This design comes from an exercise in tuning for small area on the open sky130 flow, not from production work.
The RTL was checked by simulation tests, not by an equivalence proof against the original design.
Power is estimated from default activity; no workload was simulated.

==> job 1698: inputs <==
// gea_engine
module gea_engine (
    input  wire        clk,
    input  wire        rst,           
    input  wire        cmd_valid,
    output wire        cmd_ready,
    input  wire [7:0]  cmd_op,
    input  wire [63:0] cmd_key,
    input  wire [31:0] cmd_iv,
    input  wire [31:0] cmd_arg,
    output wire        out_valid,
    input  wire        out_ready,
    output wire [31:0] out_data,
    output wire [1:0]  out_status,
    output wire        out_last
);
==> flow/config.mk <==
export PLATFORM = sky130hd
export DESIGN_NAME = gea_engine
export DESIGN_NICKNAME = gea_engine
export VERILOG_FILES = /design/flow/design.v
export SDC_FILE = /design/flow/constraint.sdc
export NUM_CORES = 4
export LEC_CHECK = 0
export CAP_MARGIN = 20
export CORE_MARGIN = 2
export CORE_UTILIZATION = 60
export PLACE_DENSITY = 0.75
export SLEW_MARGIN = 20
==> flow/constraint.sdc <==
create_clock -name core_clock -period 5.0 [get_ports {clk}]
set_input_delay 1.0000 -clock core_clock [delete_from_list [all_inputs] [get_ports {clk}]]
set_output_delay 1.0000 -clock core_clock [all_outputs]
set_load 0.01 [all_outputs]
standard.sh (not shown) runs the stock make flow with config.mk's settings and CLKGATE_MAP_FILE= SYNTH_SCRIPT=/design/flow/synth_recipe.tcl, a recipe that flattens the netlist after the stock synthesis.
==> flow/flow/run.sh <==
#!/bin/bash
# The standard ORFS layout (standard.sh) with three changes:
#  * synthesis maps the logic with an area-oriented ABC script (abc_area.script
#    here, used in place of ORFS's abc_speed.script); everything else in
#    synthesis, including register mapping and naming, is ORFS's own;
#  * port buffers are buf_1 instead of the default choice;
#  * CTS uses clkbuf_4 clusters of up to 10 sinks and no dummy loads.
set -uo pipefail
HERE=$(pwd)
rm -rf "$HERE/scripts_area"
cp -r "$FLOW_HOME/scripts" "$HERE/scripts_area"
cp "$HERE/flow/abc_area.script" "$HERE/scripts_area/abc_speed.script"
export SCRIPTS_DIR="$HERE/scripts_area"
export BUFFER_PORTS_ARGS="-buffer_cell sky130_fd_sc_hd__buf_1"
export CTS_ARGS="-sink_clustering_enable -repair_clock_nets -buf_list sky130_fd_sc_hd__clkbuf_4 -sink_clustering_size 10 -sink_clustering_max_diameter 40 -dont_use_dummy_load"
bash standard.sh > standard.log 2>&1
==> flow/flow/abc_area.script <==
&get -n
&st
&dch
&nf -R 1000 -p -F 8 -A 4
&st
&dch
&nf -R 1000 -p -F 8 -A 4
&st
&dch
&nf -R 1000 -p -F 8 -A 4
&st
&dch
&nf -R 1000 -p -F 8 -A 4
&st
&dch
&nf -R 1000 -p -F 8 -A 4
&st
&dch
&nf -R 1000 -p -F 8 -A 4
&st
&dch
&nf -R 1000 -p -F 8 -A 4
&st
&dch
&nf -R 1000 -p -F 8 -A 4
&st
&dch
&nf -R 1000 -p -F 8 -A 4
&put
==> job 4490: changes against job 1698 <==
==> flow/design.v (replaced) <==
module gea_engine (
    input  wire        clk,
    input  wire        rst,           
    input  wire        cmd_valid,
    output wire        cmd_ready,
    input  wire [7:0]  cmd_op,
    input  wire [63:0] cmd_key,
    input  wire [31:0] cmd_iv,
    input  wire [31:0] cmd_arg,
    output wire        out_valid,
    input  wire        out_ready,
    output wire [31:0] out_data,
    output wire [1:0]  out_status,
    output wire        out_last
);
    localparam [7:0] OP_NEW1   = 8'h01;
    localparam [7:0] OP_NEW2   = 8'h02;
    localparam [7:0] OP_GEN    = 8'h03;
    localparam [7:0] OP_COMB   = 8'h04;
    localparam [7:0] OP_RDSEED = 8'h05;
    localparam [127:0] F_TABLE = 128'hfc1d2b0681aca94809e2de35f5b4dd9c;
    localparam [30:0] TM_A = 31'h1dd89b8d;
    localparam [31:0] TM_B = 32'h71c0f045;
    localparam [32:0] TM_C = 33'h50e6fa24;
    localparam [28:0] TM_D = 29'h0a59abf9;
    localparam [2:0] S_IDLE = 3'd0;
    localparam [2:0] S_CLR  = 3'd1;
    localparam [2:0] S_INIT = 3'd2;
    localparam [2:0] S_SEED = 3'd3;
    localparam [2:0] S_FIX  = 3'd4;
    localparam [2:0] S_FILL = 3'd5;
    localparam [2:0] S_GEN  = 3'd6;
    localparam [2:0] S_RDS  = 3'd7;
    reg [2:0]  state;
    reg        phase;        
    reg        var2;         
    reg [96:0] ir;
    reg [32:0] ra, rb, rc, rd;
    reg [6:0]  ioff;
    reg [5:0]  lb;
    reg [8:0]  cnt;
    reg [31:0] rem;
    reg        zacc, zv;
    reg [3:0]  nz;
    reg        ov;
    reg [31:0] od;
    reg [1:0]  os;
    reg        ol;
    assign out_valid  = ov;
    assign out_data   = od;
    assign out_status = os;
    assign out_last   = ol;
    wire st_idle = (state == S_IDLE);
    wire st_clr  = (state == S_CLR);
    wire st_init = (state == S_INIT);
    wire st_seed = (state == S_SEED);
    wire st_fix  = (state == S_FIX);
    wire st_fill = (state == S_FILL);
    wire st_gen  = (state == S_GEN);
    wire st_rds  = (state == S_RDS);
    wire op_new  = (cmd_op == OP_NEW1) || (cmd_op == OP_NEW2);
    wire op_gen  = (cmd_op == OP_GEN);
    wire op_comb = (cmd_op == OP_COMB);
    wire op_rds  = (cmd_op == OP_RDSEED);
    wire new_ok  = op_new && (cmd_arg[7:1] == 7'd0);
    wire gen_ok  = op_gen && phase;      
    wire rds_ok  = op_rds && phase;
    reg [1:0] fill_st;
    always @(*) begin
        if (op_new)
            fill_st = new_ok ? 2'd0 : 2'd1;
        else if (op_gen || op_rds)
            fill_st = phase ? 2'd0 : 2'd2;
        else if (op_comb)
            fill_st = cmd_arg[7] ? 2'd1 : 2'd0;
        else
            fill_st = 2'd3;
    end
    wire lb0 = (lb == 6'd0);
    reg [6:0] fx;
    always @(*) begin
        if (st_init)
            fx = var2 ? {ir[96], ir[83], ir[63], ir[57], ir[33], ir[18], ir[4]}
                      : {ir[63], ir[55], ir[42], ir[38], ir[22], ir[12], ir[3]};
        else if (st_fill)
            fx = cmd_arg[6:0];
        else if (lb[5])           
            fx = {rb[6], rb[22], rb[30], rb[2], rb[1], rb[28], rb[13]};
        else if (lb[1:0] == 2'd3)  
            fx = {rc[6], rc[2], rc[21], rc[5], rc[1], rc[32], rc[12]};
        else if (lb[1:0] == 2'd2)  
            fx = {rd[20], rd[30], rd[13], rd[3], rd[6], rd[26], rd[15]};
        else                       
            fx = {ra[7], ra[2], ra[25], ra[21], ra[13], ra[0], ra[22]};
    end
    wire fv = F_TABLE[fx];
    wire rem_z  = (rem == 32'd0);
    wire rem_1  = (rem == 32'd1);
    wire z      = zacc ^ fv;
    wire gen_step = st_gen && !ov && !rem_z && lb0 && zv;
    wire gen_zero = st_gen && !ov && rem_z;
    wire rds_zero = var2 && (cnt[6:0] > 7'd96);
    wire rds_sh   = st_rds && !ov && (rds_zero || (ioff == cnt[6:0]));
    wire fill_sh  = st_fill && !ov;
    wire sh       = gen_step || gen_zero || rds_sh || fill_sh;
    wire first    = (cnt[4:0] == 5'd0);
    wire din      = st_gen ? (gen_step & z)
                  : st_rds ? (ir[0] & !rds_zero)
                  : (first & op_comb & !cmd_arg[7] & fv);
    wire wend     = sh && (cnt[4:0] == 5'd31);
    wire rds_last = (cnt[5:0] == 6'd63) && (cnt[6] || !var2);
    assign cmd_ready = (st_idle && (gen_ok || rds_ok)) || (st_fill && wend);
    wire fire = cmd_valid && cmd_ready;
    wire [96:0] mat = {cmd_key, cmd_arg[0], cmd_iv};
    wire [96:0] tok;
    genvar gi;
    generate
        for (gi = 0; gi < 97; gi = gi + 1) begin : g_tok
            if (gi < 33)      assign tok[gi] = rc[32 - gi];
            else if (gi < 66) assign tok[gi] = rb[65 - gi];
            else              assign tok[gi] = ra[98 - gi];
        end
    endgenerate
    wire e_init = |(tok & mat);
    wire init_end = st_init && (cnt == (var2 ? 9'd290 : 9'd224));
    wire stp = st_seed || gen_step;
    wire ch  = st_clr || st_init;      
    wire inj = st_clr && (cnt == 9'd96);
    wire fixt = st_fix && (cnt[5:0] == 6'd33);
    wire ea = st_seed & (var2 ? ir[16] : ir[0]);
    wire eb = st_seed & (var2 ? ir[33] : ir[16]);
    wire ec = st_seed & (var2 ? ir[51] : ir[32]);
    wire ed = st_seed & ir[0];
    wire r0a = ra[0] ^ ea;
    wire r0b = rb[0] ^ eb;
    wire r0c = rc[0] ^ ec;
    wire r0d = rd[0] ^ ed;
    wire ga = stp & r0a;
    wire gb = stp & r0b;
    wire gc = stp & r0c;
    wire gd = stp & r0d;
    wire [32:0] ra_n = {ch ? rb[0] : ((ra[0] & !stp) | (fixt & !nz[0])), ra[32],
                        stp ? r0a : ra[31], ra[30:1] ^ ({30{ga}} & TM_A[29:0])};
    wire [32:0] rb_n = {ch ? rc[0] : ((rb[0] & !stp) | (fixt & !nz[1])),
                        stp ? r0b : rb[32], rb[31:1] ^ ({31{gb}} & TM_B[30:0])};
    wire [32:0] rc_n = {ch ? inj : ((rc[0] ^ (stp & ec)) | (fixt & !nz[2])),
                        rc[32:1] ^ ({32{gc}} & TM_C[31:0])};
    wire [32:0] rd_n = {(rd[0] & !(ch | stp)) | (fixt & !nz[3]), rd[32:30],
                        stp ? r0d : rd[29], rd[28:1] ^ ({28{gd}} & TM_D[27:0])};
    wire din_i = st_init ? (ir[0] ^ fv ^ e_init) : (st_clr ? 1'b0 : ir[0]);
    wire [6:0] ilast = var2 ? 7'd96 : 7'd63;
    wire iwrap = (ioff == 7'd0);
    always @(posedge clk) begin
        ir <= {din_i, ir[96:65], var2 ? ir[64] : din_i, ir[63:1]};
        ra <= ra_n;
        rb <= rb_n;
        rc <= rc_n;
        rd <= rd_n;
        ioff <= (init_end || iwrap) ? ilast : ioff - 7'd1;
        lb <= init_end ? 6'd0 : stp ? lb : (lb == 6'd32) ? 6'd0 : lb + 6'd1;
        zacc <= (lb == 6'd30) ? (fv & var2) : (zacc ^ fv);
        zv <= st_gen && ((lb == 6'd30) || (zv && !gen_step));
        nz <= (lb0 ? 4'd0 : nz) | {rd[0], rc[0], rb[0], ra[0]};
        if (sh)
            od <= {din, od[31:1]};
        if (gen_step)
            rem <= rem - 32'd1;
        if (rst) begin
            state <= S_IDLE;
            phase <= 1'b0;
            ov    <= 1'b0;
        end else begin
            if (ov && out_ready)
                ov <= 1'b0;
            case (state)
            S_IDLE: begin
                cnt <= 9'd0;
                if (cmd_valid) begin
                    if (new_ok) begin
                        var2  <= cmd_op[1];
                        state <= S_CLR;
                    end else if (gen_ok) begin
                        rem   <= cmd_arg;
                        state <= S_GEN;
                    end else if (rds_ok) begin
                        state <= S_RDS;
                    end else begin
                        state <= S_FILL;
                    end
                end
            end
            S_CLR: begin
                cnt <= cnt + 9'd1;
                if (cnt == 9'd96) begin
                    cnt   <= 9'd0;
                    state <= S_INIT;
                end
            end
            S_INIT: begin
                cnt <= cnt + 9'd1;
                if (init_end) begin
                    cnt   <= 9'd0;
                    state <= S_SEED;
                end
            end
            S_SEED: begin
                cnt <= cnt + 9'd1;
                if (cnt == (var2 ? 9'd96 : 9'd63)) begin
                    cnt   <= 9'd0;
                    state <= S_FIX;
                end
            end
            S_FIX: begin
                cnt <= cnt + 9'd1;
                if (fixt) begin
                    cnt   <= 9'd0;
                    state <= S_FILL;
                end
            end
            S_FILL: begin
                if (sh)
                    cnt <= cnt + 9'd1;
                if (wend) begin
                    ov <= 1'b1;
                    os <= fill_st;
                    ol <= 1'b1;
                    if (new_ok)
                        phase <= 1'b1;
                    state <= S_IDLE;
                end
            end
            S_GEN: begin
                if (sh)
                    cnt <= cnt + 9'd1;
                if (wend) begin
                    ov <= 1'b1;
                    os <= 2'd0;
                    ol <= rem_z || rem_1;
                    if (rem_z || rem_1)
                        state <= S_IDLE;
                end
            end
            S_RDS: begin
                if (sh)
                    cnt <= cnt + 9'd1;
                if (wend) begin
                    ov <= 1'b1;
                    os <= 2'd0;
                    ol <= rds_last;
                    if (rds_last)
                        state <= S_IDLE;
                end
            end
            default: state <= S_IDLE;
            endcase
        end
    end
endmodule
==> job 3495: changes against job 1698 <==
--- a/flow/design.v
+++ b/flow/design.v
@@ -31,19 +31,21 @@
     localparam [3:0] S_FILL = 4'd5;
     localparam [3:0] S_GEN  = 4'd6;
     localparam [3:0] S_RDS  = 4'd7;
     localparam [3:0] S_LOAD = 4'd8;
     localparam [3:0] S_LCLR = 4'd9;
+    localparam [3:0] S_INB1 = 4'd10;    
+    localparam [3:0] S_INB2 = 4'd11;    
     reg [3:0]  state;
     reg        phase;        
     reg        var2;         
     reg [96:0] ir;
     reg [31:0] ra, rb, rc, rd;
     reg        c32;
     reg [6:0]  ioff;
     reg [4:0]  lb;
-    reg [8:0]  cnt;
+    reg [6:0]  cnt;
     reg [31:0] rr;           
     reg        bor, rz, dreq, dact;
     reg        zacc, zv;
     reg [3:0]  nz;
     reg        ov;
@@ -54,11 +56,14 @@
     assign out_data   = od;
     assign out_status = os;
     assign out_last   = ol;
     wire st_idle = (state == S_IDLE);
     wire st_clr  = (state == S_CLR);
-    wire st_init = (state == S_INIT);
+    wire st_inita = (state == S_INIT);
+    wire st_inb1 = (state == S_INB1);
+    wire st_inb2 = (state == S_INB2);
+    wire st_init = st_inita || st_inb1 || st_inb2;
     wire st_seed = (state == S_SEED);
     wire st_fix  = (state == S_FIX);
     wire st_fill = (state == S_FILL);
     wire st_gen  = (state == S_GEN);
     wire st_rds  = (state == S_RDS);
@@ -98,17 +103,19 @@
             fx = {rd[20], rd[30], rd[13], rd[3], rd[6], rd[26], rd[15]};
         else                       
             fx = {ra[7], ra[2], ra[25], ra[21], ra[13], ra[0], ra[22]};
     end
     wire fv = F_TABLE[fx];
+    wire iwrap = (ioff == (var2 ? 7'h4b : 7'h09));
     wire z      = zacc ^ fv;
     wire rfree  = st_gen && !ov && !cnt[5] && !dreq && !dact;
     wire gen_step = rfree && !rz && lb0 && zv;
     wire gen_zero = rfree && rz;
     wire gen_put  = st_gen && !ov && cnt[5] && !dreq && !dact;
     wire rds_zero = var2 && (cnt[6:0] > 7'd96);
-    wire rds_sh   = st_rds && !ov && (rds_zero || (ioff == cnt[6:0]));
+    wire rds_sh   = st_rds && !ov && (rds_zero || iwrap);
+    wire rds_m    = st_rds && !ov && !rds_zero && iwrap;
     wire fill_sh  = st_fill && !ov;
     wire lclr_sh  = st_lclr && !ov;
     wire inject   = cnt[5] && (lb == 5'd31);
     wire sh       = gen_step || gen_zero || rds_sh || fill_sh || lclr_sh || st_load;
     wire first    = (cnt[4:0] == 5'd0);
@@ -130,14 +137,16 @@
             else if (gi < 65) assign tok[gi] = rb[64 - gi];
             else              assign tok[gi] = ra[96 - gi];
         end
     endgenerate
     wire e_init = |(tok & mat);
-    wire init_end = st_init && (cnt == (var2 ? 9'd290 : 9'd224));
+    wire c96  = (cnt == 7'd96);
+    wire clm1 = (cnt == (var2 ? 7'd96 : 7'd63));
+    wire init_end = st_inb2 && clm1;
     wire stp = st_seed || gen_step;
     wire ch  = st_clr || st_init;      
-    wire inj = st_clr && (cnt == 9'd96);
+    wire inj = st_clr && c96;
     wire fixt = st_fix && cnt[5];
     wire ea = st_seed & (var2 ? ir[16] : ir[0]);
     wire eb = st_seed & (var2 ? ir[33] : ir[16]);
     wire ec = st_seed & (var2 ? ir[51] : ir[32]);
     wire ed = st_seed & ir[0];
@@ -168,20 +177,19 @@
         end
     endgenerate
     wire rx   = st_load ? |(od & arg_rev) : rr[0];
     wire rin  = rx ^ bcur;
     wire din_i = st_init ? (ir[0] ^ fv ^ e_init) : (st_clr ? 1'b0 : ir[0]);
-    wire [6:0] ilast = var2 ? 7'd96 : 7'd63;
-    wire iwrap = (ioff == 7'd0);
     always @(posedge clk) begin
         ir <= {din_i, ir[96:65], var2 ? ir[64] : din_i, ir[63:1]};
         ra <= ra_n;
         rb <= rb_n;
         rc <= rc_n;
         c32 <= c32_n;
         rd <= rd_n;
-        ioff <= (init_end || iwrap) ? ilast : ioff - 7'd1;
+        ioff <= (init_end || (iwrap && !rds_m)) ? 7'h01
+              : iwrap ? 7'h02 : {ioff[5:0], ioff[6] ^ ioff[5]};
         lb <= init_end ? 5'd0 : stp ? lb : lb + 5'd1;
         zacc <= (lb == 5'd29) ? (fv & var2) : (zacc ^ fv);
         zv <= st_gen && ((lb == 5'd29) || (zv && !gen_step));
         nz <= (lb0 ? 4'd0 : nz) | {rd[0], rc[0] | c32, rb[0], ra[0]};
         if (sh)
@@ -199,11 +207,11 @@
         end else begin
             if (ov && out_ready)
                 ov <= 1'b0;
             case (state)
             S_IDLE: begin
-                cnt <= 9'd0;
+                cnt <= 7'd0;
                 if (cmd_valid) begin
                     if (new_ok) begin
                         var2  <= cmd_op[1];
                         state <= S_CLR;
                     end else if (gen_ok) begin
@@ -214,40 +222,54 @@
                         state <= S_FILL;
                     end
                 end
             end
             S_CLR: begin
-                cnt <= cnt + 9'd1;
-                if (cnt == 9'd96) begin
-                    cnt   <= 9'd0;
+                cnt <= cnt + 7'd1;
+                if (c96) begin
+                    cnt   <= 7'd0;
                     state <= S_INIT;
                 end
             end
             S_INIT: begin
-                cnt <= cnt + 9'd1;
-                if (init_end) begin
-                    cnt   <= 9'd0;
+                cnt <= cnt + 7'd1;
+                if (c96) begin
+                    cnt   <= 7'd0;
+                    state <= S_INB1;
+                end
+            end
+            S_INB1: begin
+                cnt <= cnt + 7'd1;
+                if (clm1) begin
+                    cnt   <= 7'd0;
+                    state <= S_INB2;
+                end
+            end
+            S_INB2: begin
+                cnt <= cnt + 7'd1;
+                if (clm1) begin
+                    cnt   <= 7'd0;
                     state <= S_SEED;
                 end
             end
             S_SEED: begin
-                cnt <= cnt + 9'd1;
-                if (cnt == (var2 ? 9'd96 : 9'd63)) begin
-                    cnt   <= 9'd0;
+                cnt <= cnt + 7'd1;
+                if (clm1) begin
+                    cnt   <= 7'd0;
                     state <= S_FIX;
                 end
             end
             S_FIX: begin
-                cnt <= cnt + 9'd1;
+                cnt <= cnt + 7'd1;
                 if (fixt) begin
-                    cnt   <= 9'd0;
+                    cnt   <= 7'd0;
                     state <= S_FILL;
                 end
             end
             S_FILL: begin
                 if (sh)
-                    cnt <= cnt + 9'd1;
+                    cnt <= cnt + 7'd1;
                 if (wend) begin
                     ov <= 1'b1;
                     os <= fill_st;
                     ol <= 1'b1;
                     if (new_ok)
@@ -255,36 +277,36 @@
                     state <= S_IDLE;
                 end
             end
             S_LCLR: begin
                 if (lclr_sh) begin
-                    cnt <= cnt + 9'd1;
+                    cnt <= cnt + 7'd1;
                     if (inject) begin
-                        cnt   <= 9'd0;
+                        cnt   <= 7'd0;
                         state <= S_LOAD;
                     end
                 end
             end
             S_LOAD: begin
                 if (rp == 5'd31)
                     state <= S_GEN;
             end
             S_GEN: begin
                 if (sh)
-                    cnt <= cnt + 9'd1;
+                    cnt <= cnt + 7'd1;
                 if (gen_put) begin
-                    cnt <= 9'd0;
+                    cnt <= 7'd0;
                     ov <= 1'b1;
                     os <= 2'd0;
                     ol <= rz;
                     if (rz)
                         state <= S_IDLE;
                 end
             end
             S_RDS: begin
                 if (sh)
-                    cnt <= cnt + 9'd1;
+                    cnt <= cnt + 7'd1;
                 if (wend) begin
                     ov <= 1'b1;
                     os <= 2'd0;
                     ol <= rds_last;
                     if (rds_last)
==> summary of the runs <==
Global-route usage: job 4490 < job 1698 < job 3495.
In register-to-register slack, job 4490 and job 1698 hardly differ.
Non-clock buffer count is the same in job 4490 and job 3495.
Total power: job 1698 is larger than job 3495 (1.5%).
Between job 4490 and job 3495, the lower critical path depth is in job 4490 (gap 3).
In fmax, job 1698 and job 3495 hardly differ.
Combinational power, highest first: job 1698, job 3495, job 4490.
Clock power is about the same in job 3495 and job 4490.
Area after synthesis, highest first: job 4490, job 1698, job 3495.

## static timing again, ports no longer ideal
How much do the figures lean on ideal ports? The routed layouts below were timed once more, with nothing changed but the port constraints.
Step 1 assumes that a clkbuf_16 drives the clock port and a buf_2 every other input.
Step 2 moves the port delays by t, midway between the first and last clock arrival at a register: inputs arrive t later, outputs are due t later. That takes back most of the time a late clock gives input paths.
a / b / c = ideal / step 1 / step 2; a / b = the first two.
| run | t (ns) | setup slack, ns | worst hold slack (ns) | worst setup path at the end | slew at the worst register clock pin (ns) |
|---|---|---|---|---|---|
| job 1698 | 0.657 | 0.563 / 0.563 / 0.563 | 0.313 / 0.313 / 0.313 | register to register | 0.11 / 0.11 |
| job 4490 | 0.647 | 0.575 / 0.575 / 0.575 | 0.295 / 0.295 / 0.295 | register to register | 0.11 / 0.11 |
| job 3495 | 0.633 | 0.557 / 0.557 / 0.557 | 0.294 / 0.294 / 0.294 | register to register | 0.11 / 0.11 |
After both steps every run listed still meets setup and hold.
